This design comes from an exercise in tuning for small area, a short achievable clock period and few clock cycles per item on the open sky130 flow, not from production work.
At most, simulation tests tie the RTL to the original design; equivalence was not proved.
Power figures rest on the tool's default switching activity, not on a simulated workload.

branch fjord:
## bb_sync
module bb_sync (
    input  wire        clk,
    input  wire        rst,           
    input  wire        cmd_valid,
    output wire        cmd_ready,
    input  wire [31:0] cmd_data,
    output wire        kbc_rd,
    output wire        kbc_port,      
    input  wire        kbc_ack,
    input  wire [7:0]  kbc_rdata,
    output wire        rec_valid,
    input  wire        rec_ready,
    output wire [31:0] rec_data
);
For scale: ~950 cells after synthesis, ~81 I/O pins, roughly 8600 um^2 of cells after synthesis.
export LEC_CHECK = 0
export CAP_MARGIN = 20
export CORE_MARGIN = 2
export CORE_UTILIZATION = 40
export SETUP_SLACK_MARGIN = 2.0
export SLEW_MARGIN = 20
create_clock -name core_clock -period 4.5 [get_ports {clk}]
run.sh (not shown) runs the stock make flow with config.mk's settings and CLKGATE_MAP_FILE= SYNTH_SCRIPT=/design/flow/synth_recipe.tcl, a recipe that flattens the netlist after the stock synthesis.
For branch indigo, these inputs were changed with respect to branch fjord:
-- flow/config.mk --
<<< branch fjord, line 9
export CORE_MARGIN = 2
export CORE_UTILIZATION = 40
export SETUP_SLACK_MARGIN = 2.0
export SLEW_MARGIN = 20
>>> branch indigo, line 9
export CORE_MARGIN = 2
export CORE_UTILIZATION = 40
export SLEW_MARGIN = 20
==> notes.md <==
branch indigo reached the end of the flow, and the finished layout is clean on the timing, DRC and antenna checks. Status: count of multi-input combinational gates parity (branch indigo, branch fjord). Run comparison: branch fjord most common library cell in the layout ignoring fill and taps buf_4; branch indigo most common library cell in the layout ignoring fill and taps a21oi_1. branch indigo vs branch fjord: fraction of power spent switching nets down. Comparing total number of nets in the final design for branch fjord and branch indigo, the bigger number came from branch fjord.
Function was not checked in any run of this note: the RTL went through the layout flow alone.

---

trial 21:
Another version of the RTL of bb_sync (not shown whole).
For scale: about 1,200 cells after synthesis.
==> flow/config.mk <==
export PLATFORM = sky130hd
export DESIGN_NAME = bb_sync
export DESIGN_NICKNAME = bb_sync
export VERILOG_FILES = /design/flow/design.v
export SDC_FILE = /design/flow/constraint.sdc
export NUM_CORES = 4
export LEC_CHECK = 0
export ABC_AREA = 1
export CAP_MARGIN = 20
export CORE_MARGIN = 2
export CORE_UTILIZATION = 40
export SETUP_SLACK_MARGIN = 1.0
export SLEW_MARGIN = 20
==> flow/constraint.sdc <==
create_clock -name core_clock -period 4.5 [get_ports {clk}]
set_input_delay 0.9000 -clock core_clock [delete_from_list [all_inputs] [get_ports {clk}]]
set_output_delay 0.9000 -clock core_clock [all_outputs]
set_load 0.01 [all_outputs]
standard.sh (not shown) runs the stock make flow with config.mk's settings and CLKGATE_MAP_FILE= SYNTH_SCRIPT=/design/flow/synth_recipe.tcl, a recipe that flattens the netlist after the stock synthesis.
==> flow/flow/run.sh <==
#!/bin/bash
# Standard layout, except that the port buffers are buf_2 cells instead of
# the delay cells buffer_ports picks by default. Every port is still buffered.
set -euo pipefail
export BUFFER_PORTS_ARGS="-buffer_cell sky130_fd_sc_hd__buf_2"
bash standard.sh > standard.log 2>&1
Changes in build 73 relative to trial 21:
Settings: putting CTS_BUF_LIST at sky130_fd_sc_hd__clkbuf_8 where nothing was set; swapping 40 for 55 in CORE_UTILIZATION.
--- outcome ---
- Cell area | build 73 vs trial 21 | build 73 smaller
- From trial 21 to build 73 the numbers moved as follows: placed instance count decreased by 69 relative to the old numbers; post-route core utilization increased by 16 points relative to the old numbers.
- The clock-pin slew reported for the worst setup and hold paths after clock tree synthesis in build 73 was higher than what trial 21 gave.
- Proportion of layout cells with a drive suffix above 1 was higher in the run labelled trial 21.
- The die used by build 73 is smaller than the one used by trial 21.
No run of this note included a check of the RTL's function; only the layout flow was run.

---

08-23:
bb_sync, a different RTL version from the one above (not shown whole).
For scale: ~1200 cells after synthesis, ~150 flip-flops, about 81 I/O pins.
Settings: LEC_CHECK=0, ABC_AREA=1, CAP_MARGIN=20, CORE_MARGIN=2, CORE_UTILIZATION=40, SETUP_SLACK_MARGIN=1.0, SLEW_MARGIN=20; clock period 4.5 ns.
Scripts as last shown in full above: flow/flow/run.sh
08-23 closes out successfully: all stages finished, all timing, DRC and antenna checks passed.
Inputs modified between 08-23 and 02-18:
Settings: SETUP_SLACK_MARGIN now 2.0, was 1.0.
[summary]
- On wire length of the first global-routing pass, 08-23 beats 02-18.
- 02-18 against 08-23; number of cells in the finished layout apart from fillers is up slightly.
- Of 02-18 and 08-23, it is 02-18 that has the higher number of cells on the critical path.
- Critical path required time (lower): 08-23
- Compared to 08-23, 02-18 reaches a higher achievable clock.
Function was not checked in any run of this note: the RTL went through the layout flow alone.

---

bb_sync, a different RTL version from the one above (not shown whole).
For scale: ~1100 cells after synthesis, about 150 flip-flops, about 81 I/O pins, ~8700 um2 of cells after synthesis.
Settings: LEC_CHECK=0, ABC_AREA=1, CAP_MARGIN=20, CORE_MARGIN=2, CORE_UTILIZATION=40, SETUP_SLACK_MARGIN=1.0, SLEW_MARGIN=20; clock period 4.5 ns.
run.sh (not shown) runs the stock make flow with config.mk's settings and CLKGATE_MAP_FILE= SYNTH_SCRIPT=/design/flow/synth_recipe.tcl, a recipe that flattens the netlist after the stock synthesis.
Stock flow here: none of the scripts above is used.
==> next run, changes <==
SETUP_SLACK_MARGIN = default   (was 1.0)
What happened:
- final cell count is unchanged
- area after synthesis does not change
- clock power barely changes
- fmax came out lower by 4.8%
- wire length is about the same
- power is about the same
- global-route usage does not change
- cell area is about the same
No functional check of the RTL was part of any run of this note.

---

Another version of the RTL of bb_sync (not shown whole).
For scale: ~930 cells after synthesis, about 140 flip-flops, ~81 I/O pins, ~8900 sq um of cells after synthesis.
==> flow/config.mk <==
export PLATFORM = sky130hd
export DESIGN_NAME = bb_sync
export DESIGN_NICKNAME = bb_sync
export VERILOG_FILES = /design/flow/design.v
export SDC_FILE = /design/flow/constraint.sdc
export NUM_CORES = 4
export LEC_CHECK = 0
export CAP_MARGIN = 20
export CORE_MARGIN = 2
export CORE_UTILIZATION = 40
export SLEW_MARGIN = 20
==> flow/constraint.sdc <==
create_clock -name core_clock -period 4.5 [get_ports {clk}]
set_input_delay 0.9000 -clock core_clock [delete_from_list [all_inputs] [get_ports {clk}]]
set_output_delay 0.9000 -clock core_clock [all_outputs]
set_load 0.01 [all_outputs]
Edit:
Settings changed: ABC_CLOCK_PERIOD_IN_PS set to 2500, SETUP_SLACK_MARGIN set to 2.0.
Outcome: Utilization rose by 7.1 points; sequential power barely changes; worst setup slack improved by 0.80 ns; cell count came out higher by a little under a tenth; non-clock buffer count increases by 101; sequential share of layout area falls by 4.3 points; combinational power goes up by a quarter to a third; routed wire length came out higher by about a fifth; fmax increases by a quarter to a third; synthesized cell count does not change.
No functional check of the RTL was part of any run of this note.

---

== the previous run ==
bb_sync, a different RTL version from the one above (not shown whole).
For scale: about 1200 cells after synthesis, about 81 I/O pins, about 9100 um2 of cells after synthesis.
## bb_sync
module bb_sync (
    input  wire        clk,
    input  wire        rst,           
    input  wire        cmd_valid,
    output wire        cmd_ready,
    input  wire [31:0] cmd_data,
    output wire        kbc_rd,
    output wire        kbc_port,      
    input  wire        kbc_ack,
    input  wire [7:0]  kbc_rdata,
    output wire        rec_valid,
    input  wire        rec_ready,
    output wire [31:0] rec_data
);
Settings: LEC_CHECK=0, ABC_AREA=1, CAP_MARGIN=20, CORE_MARGIN=2, CORE_UTILIZATION=40, CTS_BUF_LIST=sky130_fd_sc_hd__clkbuf_8, SETUP_SLACK_MARGIN=2.0, SLEW_MARGIN=20; clock period 4.5 ns.
standard.sh (not shown) runs the stock make flow with config.mk's settings and CLKGATE_MAP_FILE= SYNTH_SCRIPT=/design/flow/synth_recipe.tcl, a recipe that flattens the netlist after the stock synthesis.
Scripts as last shown in full above: flow/flow/run.sh
Looking at the reports, the previous run completed the entire flow and the layout it produced met the timing, DRC and antenna checks.
Testbench counts of the previous run, summed over its fixed seeds: cycles 26,047, ops 5,600.
Inputs modified between the previous run and the current run:
Settings: CTS_BUF_LIST no longer set, was sky130_fd_sc_hd__clkbuf_8.
## What came out
The current run: layout overhead on the synthesized area is 1.2 points higher than what the previous run reported. First-pass GRT wire length for the current run is higher than for the previous run. Relative to the previous run, the final cell area reported for the current run is higher. Taking the previous run as the reference point, the clock share of power of the current run rises by 6.9 points. Between the current run and the previous run, it is the current run whose core utilization is higher, by 0.49 points. Compared with the previous run, the current run instantiates a smaller number of standard cells. The current run ended up with a lower non-clock buffer contribution to total cell area than the previous run did. Changes observed in the current run relative to the previous run: maximum clock path buffer count now sits at about the same level, fraction of power consumed by combinational cells dropped 1.8 points, per-cell routed wire length went down.

---

bb_sync, a different RTL version from the one above (not shown whole).
Size: roughly 150 flip-flops, roughly 81 I/O pins.
Settings: LEC_CHECK=0, ABC_AREA=1, CAP_MARGIN=20, CORE_MARGIN=2, CORE_UTILIZATION=55, CTS_BUF_LIST=sky130_fd_sc_hd__clkbuf_8, SETUP_SLACK_MARGIN=2.0, SLEW_MARGIN=20, TNS_END_PERCENT=10; clock period 4.5 ns.
Scripts as last shown in full above: flow/flow/run.sh
Testbench counts at the start, summed over its fixed seeds: cycles 26,047, ops 5,600.
Rerun with:
--- a/flow/config.mk
+++ b/flow/config.mk
@@ -12,0 +13,2 @@
+export CTS_CLUSTER_DIAMETER = 500
+export CTS_CLUSTER_SIZE = 100
@@ -15 +16,0 @@
-export TNS_END_PERCENT = 10
Effect:
- routed wire length grows by about 0.36%
- area after synthesis does not change
- first-iteration DRC count rose by about 1.6%
- setup slack improves by 0.14 ns
- die area stays the same
- cell area is higher by 1.2%
- combinational power came out higher by about 1%
- sequential power barely changes
- worst hold slack hardly moves
- critical path depth does not change

---

Starting RTL as in the previous note.
clock: 4.5 ns
lec_check: 0
abc_area: 1
cap_margin: 20
core_margin: 2
core_utilization: 55
cts_buf_list: sky130_fd_sc_hd__clkbuf_8
setup_slack_margin: 2.1
slew_margin: 20
Scripts as last shown in full above: flow/flow/run.sh
The first run finished with timing, DRC and antenna clean.
Testbench counts at the start, summed over its fixed seeds: cycles 26,047, ops 5,600.
==> next run, changes <==
SETUP_SLACK_MARGIN = 2.0   (was 2.1)
What happened: The changed run produced a clean layout. Global-route usage went down by 0.23 points. Worst setup slack gets worse by 0.028 ns. Hold slack improved by 0.0059 ns. Final area went down by 1.9%. Routed wire length went down by 1.5%. Utilization shrinks by 1.2 points. Sequential power is about the same.
==> next run, changes <==
CORE_UTILIZATION = 65   (was 55)
=> The changed run passed the timing, DRC and antenna checks; first-iteration DRC count is higher by well over a third; routed wire length is lower by a few percent; clock skew is higher by 0.0045 ns; fmax stays flat; final cell count is lower by a few percent; non-clock buffer count stays the same; die area is lower by about a fifth.
==> next run, changes <==
CORE_UTILIZATION = 55   (was 65)
TNS_END_PERCENT = 30   (was unset)
Result:
- The changed run passed the timing, DRC and antenna checks
- register-to-register slack is worse by 0.08 ns
- power came out lower by a few percent
- first-iteration DRC count goes down by well over a third
- maximum frequency shrinks by a few percent
- non-clock buffer count goes down by 6
- core utilization came out lower by 12 points
- routed wire length grows by a few percent
- hold slack gains 0.016 ns
- worst setup slack is worse by 0.11 ns
- sequential share of layout area went up by 0.38 points
- sequential power barely changes
==> next run, changes <==
SETUP_SLACK_MARGIN = 1.9   (was 2.0)
TNS_END_PERCENT = unset   (was 30)
Effect:
- synthesized cell count is unchanged
- design area hardly moves
- global-route usage is unchanged
- via count shrinks by 0.48%
- area after synthesis stays the same
- routed wire length shrinks by 0.60%
- worst setup slack gets better by 0.094 ns
- sequential cell count is unchanged
- cell count stays flat
- die area does not change

---

bb_sync, a different RTL version from the one above (not shown whole).
Size: about 150 flip-flops, roughly 81 I/O pins, ~9200 µm² of cells after synthesis.
## bb_sync
module bb_sync (
    input  wire        clk,
    input  wire        rst,           
    input  wire        cmd_valid,
    output wire        cmd_ready,
    input  wire [31:0] cmd_data,
    output wire        kbc_rd,
    output wire        kbc_port,      
    input  wire        kbc_ack,
    input  wire [7:0]  kbc_rdata,
    output wire        rec_valid,
    input  wire        rec_ready,
    output wire [31:0] rec_data
);
clock: 4.5 ns
lec_check: 0
abc_area: 1
cap_margin: 20
core_margin: 2
core_utilization: 65
cts_buf_list: sky130_fd_sc_hd__clkbuf_8
setup_slack_margin: 2.0
slew_margin: 20
Scripts as last shown in full above: flow/flow/run.sh
The baseline ran to the end with no violations.
Next try:
CORE_UTILIZATION = 55   (was 65)
- clock power grows by a few percent
- non-clock buffer count fell by 7
- maximum frequency shrinks by a few percent
- routed wire length increases slightly
- register-to-register slack gets better by 0.08 ns
Function was not checked in any run of this note: the RTL went through the layout flow alone.

---

run 1:
Another version of the RTL of bb_sync (not shown whole).
Size in the first run: roughly 1100 cells after synthesis, ~81 I/O pins.
export LEC_CHECK = 0
export ABC_AREA = 1
export CAP_MARGIN = 20
export CORE_MARGIN = 2
export CORE_UTILIZATION = 40
export SETUP_SLACK_MARGIN = 1.0
export SLEW_MARGIN = 20
create_clock -name core_clock -period 4.5 [get_ports {clk}]
Scripts as last shown in full above: flow/flow/run.sh
Testbench counts of run 1, summed over its fixed seeds: cycles 26,047, ops 5,600.
Setup changes, run 1 to run 2
==> flow/run.sh (new file) <==
#!/bin/bash
# synth_recipe.tcl (not shown) runs the flow's synth.tcl, then flattens the netlist and writes it again
# the make line also repeats each setting of config.mk as NAME=value (left out here)
make -C /OpenROAD-flow-scripts/flow DESIGN_CONFIG=/design/flow/config.mk WORK_HOME=/design/flow/orfs CLKGATE_MAP_FILE= SYNTH_SCRIPT=/design/flow/synth_recipe.tcl finish
removed: flow/flow/run.sh
removed: flow/standard.sh
- Looking only at switching share of total power, and setting everything else aside, the higher value of run 2 and run 1 goes to run 1.
- On via count of the first global-routing pass, the higher figure sits with run 1, not run 2.
- Going from run 1 to run 2, insertion delay to the later sink of the worst-skew pair comparable, part of the power in combinational logic now larger, internal power now larger.
- Run 1 vs run 2, end point of the critical path: y_sum[13] vs rec_data[17]
- Clock power essentially unchanged between run 2 and run 1.

---

Setup of run A:
Another version of the RTL of bb_sync (not shown whole).
Size in the first run: ~81 I/O pins.
Settings: LEC_CHECK=0, ABC_AREA=1, CAP_MARGIN=20, CORE_MARGIN=2, CORE_UTILIZATION=55, CTS_BUF_LIST=sky130_fd_sc_hd__clkbuf_8, SETUP_SLACK_MARGIN=2.3, SLEW_MARGIN=20; clock period 4.5 ns.
==> flow/flow/run.sh <==
#!/bin/bash
# Standard layout, except that the port buffers are buf_2 cells instead of
# the delay cells buffer_ports picks by default. Every port is still buffered.
set -euo pipefail
export BUFFER_PORTS_ARGS="-buffer_cell sky130_fd_sc_hd__buf_2"
bash standard.sh > standard.log 2>&1
Testbench counts of run A, summed over its fixed seeds: cycles 26,047, ops 5,600.
--- input diff run A..run B ---
--- a/flow/config.mk
+++ b/flow/config.mk
@@ -10,5 +10,5 @@
 export CORE_MARGIN = 2
-export CORE_UTILIZATION = 55
+export CORE_UTILIZATION = 40
 export CTS_BUF_LIST = sky130_fd_sc_hd__clkbuf_8
-export SETUP_SLACK_MARGIN = 2.3
+export SETUP_SLACK_MARGIN = 3.0
 export SLEW_MARGIN = 20
==> notes.md <==
Compared with run A, run B has less setup slack.
Wire: run B routes more than run A
Both conditions hold for run B: the flow ran to the end and the final layout passed the timing, DRC and antenna checks.
Compared with run A, in run B cell total after placement increased 65; first-iteration DRC count has increased; number of tap instances went up 65.
Looking at startpoint of the worst setup timing path, the mouse_b0[5] result is from run B; the mouse_b0[4] one comes from run A.
Going from run A to run B, end-of-flow core utilization -8.0 points; combinational cell fraction of total power went up by 6.6 points.
Here is what was changed in the inputs of run C compared with run B.
--- a/flow/config.mk
+++ b/flow/config.mk
@@ -10,5 +10,5 @@
 export CORE_MARGIN = 2
-export CORE_UTILIZATION = 40
+export CORE_UTILIZATION = 65
 export CTS_BUF_LIST = sky130_fd_sc_hd__clkbuf_8
-export SETUP_SLACK_MARGIN = 3.0
+export SETUP_SLACK_MARGIN = 2.0
 export SLEW_MARGIN = 20
==> comparison <==
In the reports for run B and run C, the larger internal power belongs to run B. Setup slack: run C more than run B. Re number of instances in the synthesized netlist: no difference whatsoever between run B and run C. Delta (run C minus run B): final clock period utilization by the worst path shrank by 1.5 points, proportion of total power due to net switching shows a reduction of 1.2 points, clock power decreased by about 4% relative to the old numbers, final-report max-slew violation count did not really move, critical path depth shows a reduction of 1.
Edits applied to the flow inputs when going from run C to run D:
--- a/flow/config.mk
+++ b/flow/config.mk
@@ -10,5 +10,5 @@
 export CORE_MARGIN = 2
-export CORE_UTILIZATION = 65
+export CORE_UTILIZATION = 40
 export CTS_BUF_LIST = sky130_fd_sc_hd__clkbuf_8
-export SETUP_SLACK_MARGIN = 2.0
+export SETUP_SLACK_MARGIN = 1.5
 export SLEW_MARGIN = 20
==> notes.md <==
Taking run C as the reference, in run D number of antenna repair diodes barely changed, final cell count climbed 68. Compared to run C, run D has critical path depth 1 higher. Relative to run C, power has decreased by about 4% in run D. Relative to run C, the routed wire length measured on run D has increased by a few percent. Summary — cell area after layout, run D relative to run C: lower, by about 3%. Die area | run D > run C.

==> port drivers added, routing unchanged <==
The flow's constraints put no driver on any port. The routed layouts listed below were extracted and timed again, unchanged, in two steps. Step 1 assumes that a clkbuf_16 drives the clock port and a buf_2 every other input. Step 2, shift: input delay + t, output delay - t, t = (earliest + latest rising clock arrival at the registers) / 2. This alone moves slack from input paths to output paths. a / b / c = ideal ports / drivers / drivers and shift; a / b = the first two.
| run | shift t [ns] | setup WS [ns] | clock arrival spread, ns | worst register clock-pin slew, ns | worst slew at a driven data input, ns |
|---|---|---|---|---|---|
| branch fjord | 0.481 | 1.428 / 1.414 / 1.428 | 0.013 / 0.014 | 0.07 / 0.07 | 0.04 |
| branch indigo | 0.472 | 0.432 / 0.385 / 0.856 | 0.011 / 0.011 | 0.07 / 0.07 | 0.03 |
| trial 21 | 0.482 | 1.598 / 1.555 / 1.557 | 0.008 / 0.008 | 0.07 / 0.07 | 0.04 |
| build 73 | 0.495 | 1.389 / 1.346 / 1.506 | 0.018 / 0.019 | 0.09 / 0.09 | 0.04 |
| 08-23 | 0.475 | 1.392 / 1.344 / 1.565 | 0.010 / 0.009 | 0.07 / 0.07 | 0.03 |
| 02-18 | 0.475 | 1.773 / 1.773 / 1.754 | 0.013 / 0.013 | 0.06 / 0.06 | 0.05 |
| the first run of note 4 | 0.466 | 1.176 / 1.130 / 1.210 | 0.013 / 0.013 | 0.07 / 0.07 | 0.04 |
| the second run of note 4 | 0.466 | 1.009 / 0.963 / 1.182 | 0.013 / 0.013 | 0.07 / 0.07 | 0.04 |
| the first run of note 5 | 0.471 | 0.787 / 0.741 / 0.819 | 0.010 / 0.010 | 0.07 / 0.07 | 0.05 |
| the second run of note 5 | 0.474 | 1.589 / 1.589 / 1.328 | 0.016 / 0.016 | 0.07 / 0.07 | 0.04 |
| the previous run | 0.514 | 1.844 / 1.844 / 1.745 | 0.019 / 0.019 | 0.10 / 0.10 | 0.04 |
| the current run | 0.475 | 1.833 / 1.833 / 1.782 | 0.011 / 0.011 | 0.07 / 0.07 | 0.04 |
| the first run of note 7 | 0.508 | 1.968 / 1.924 / 1.647 | 0.013 / 0.013 | 0.10 / 0.10 | 0.03 |
| the second run of note 7 | 0.504 | 2.106 / 2.063 / 1.748 | 0.010 / 0.011 | 0.09 / 0.09 | 0.03 |
| the first run of note 8 | 0.504 | 2.134 / 2.092 / 1.663 | 0.013 / 0.013 | 0.10 / 0.10 | 0.03 |
| the second run of note 8 | 0.504 | 2.106 / 2.063 / 1.748 | 0.010 / 0.011 | 0.09 / 0.09 | 0.03 |
| the third run of note 8 | 0.502 | 2.102 / 2.064 / 1.729 | 0.015 / 0.015 | 0.10 / 0.10 | 0.04 |
| the fourth run of note 8 | 0.508 | 1.989 / 1.946 / 1.655 | 0.010 / 0.011 | 0.09 / 0.09 | 0.03 |
| the fifth run of note 8 | 0.506 | 2.083 / 2.052 / 1.649 | 0.013 / 0.013 | 0.10 / 0.10 | 0.03 |
| the first run of note 9 | 0.512 | 2.038 / 1.998 / 1.667 | 0.015 / 0.015 | 0.09 / 0.09 | 0.04 |
| the second run of note 9 | 0.514 | 1.932 / 1.886 / 1.703 | 0.017 / 0.017 | 0.10 / 0.10 | 0.03 |
| run 1 | 0.474 | 1.309 / 1.309 / 1.309 | 0.010 / 0.010 | 0.07 / 0.07 | 0.03 |
| run 2 | 0.469 | 1.297 / 1.252 / 1.117 | 0.019 / 0.018 | 0.07 / 0.07 | 0.04 |
| run A | 0.514 | 2.102 / 2.060 / 1.767 | 0.016 / 0.016 | 0.10 / 0.10 | 0.05 |
| run B | 0.520 | 1.965 / 1.924 / 1.693 | 0.019 / 0.019 | 0.10 / 0.10 | 0.06 |
| run C | 0.516 | 2.033 / 1.993 / 1.633 | 0.012 / 0.012 | 0.09 / 0.09 | 0.04 |
| run D | 0.491 | 1.639 / 1.599 / 1.660 | 0.018 / 0.019 | 0.09 / 0.09 | 0.03 |
After both steps setup and hold are still met in every run listed. The setup slack of the first run of note 8, which loses most, moves by -0.042 ns with the drivers and by -0.471 ns with both steps.
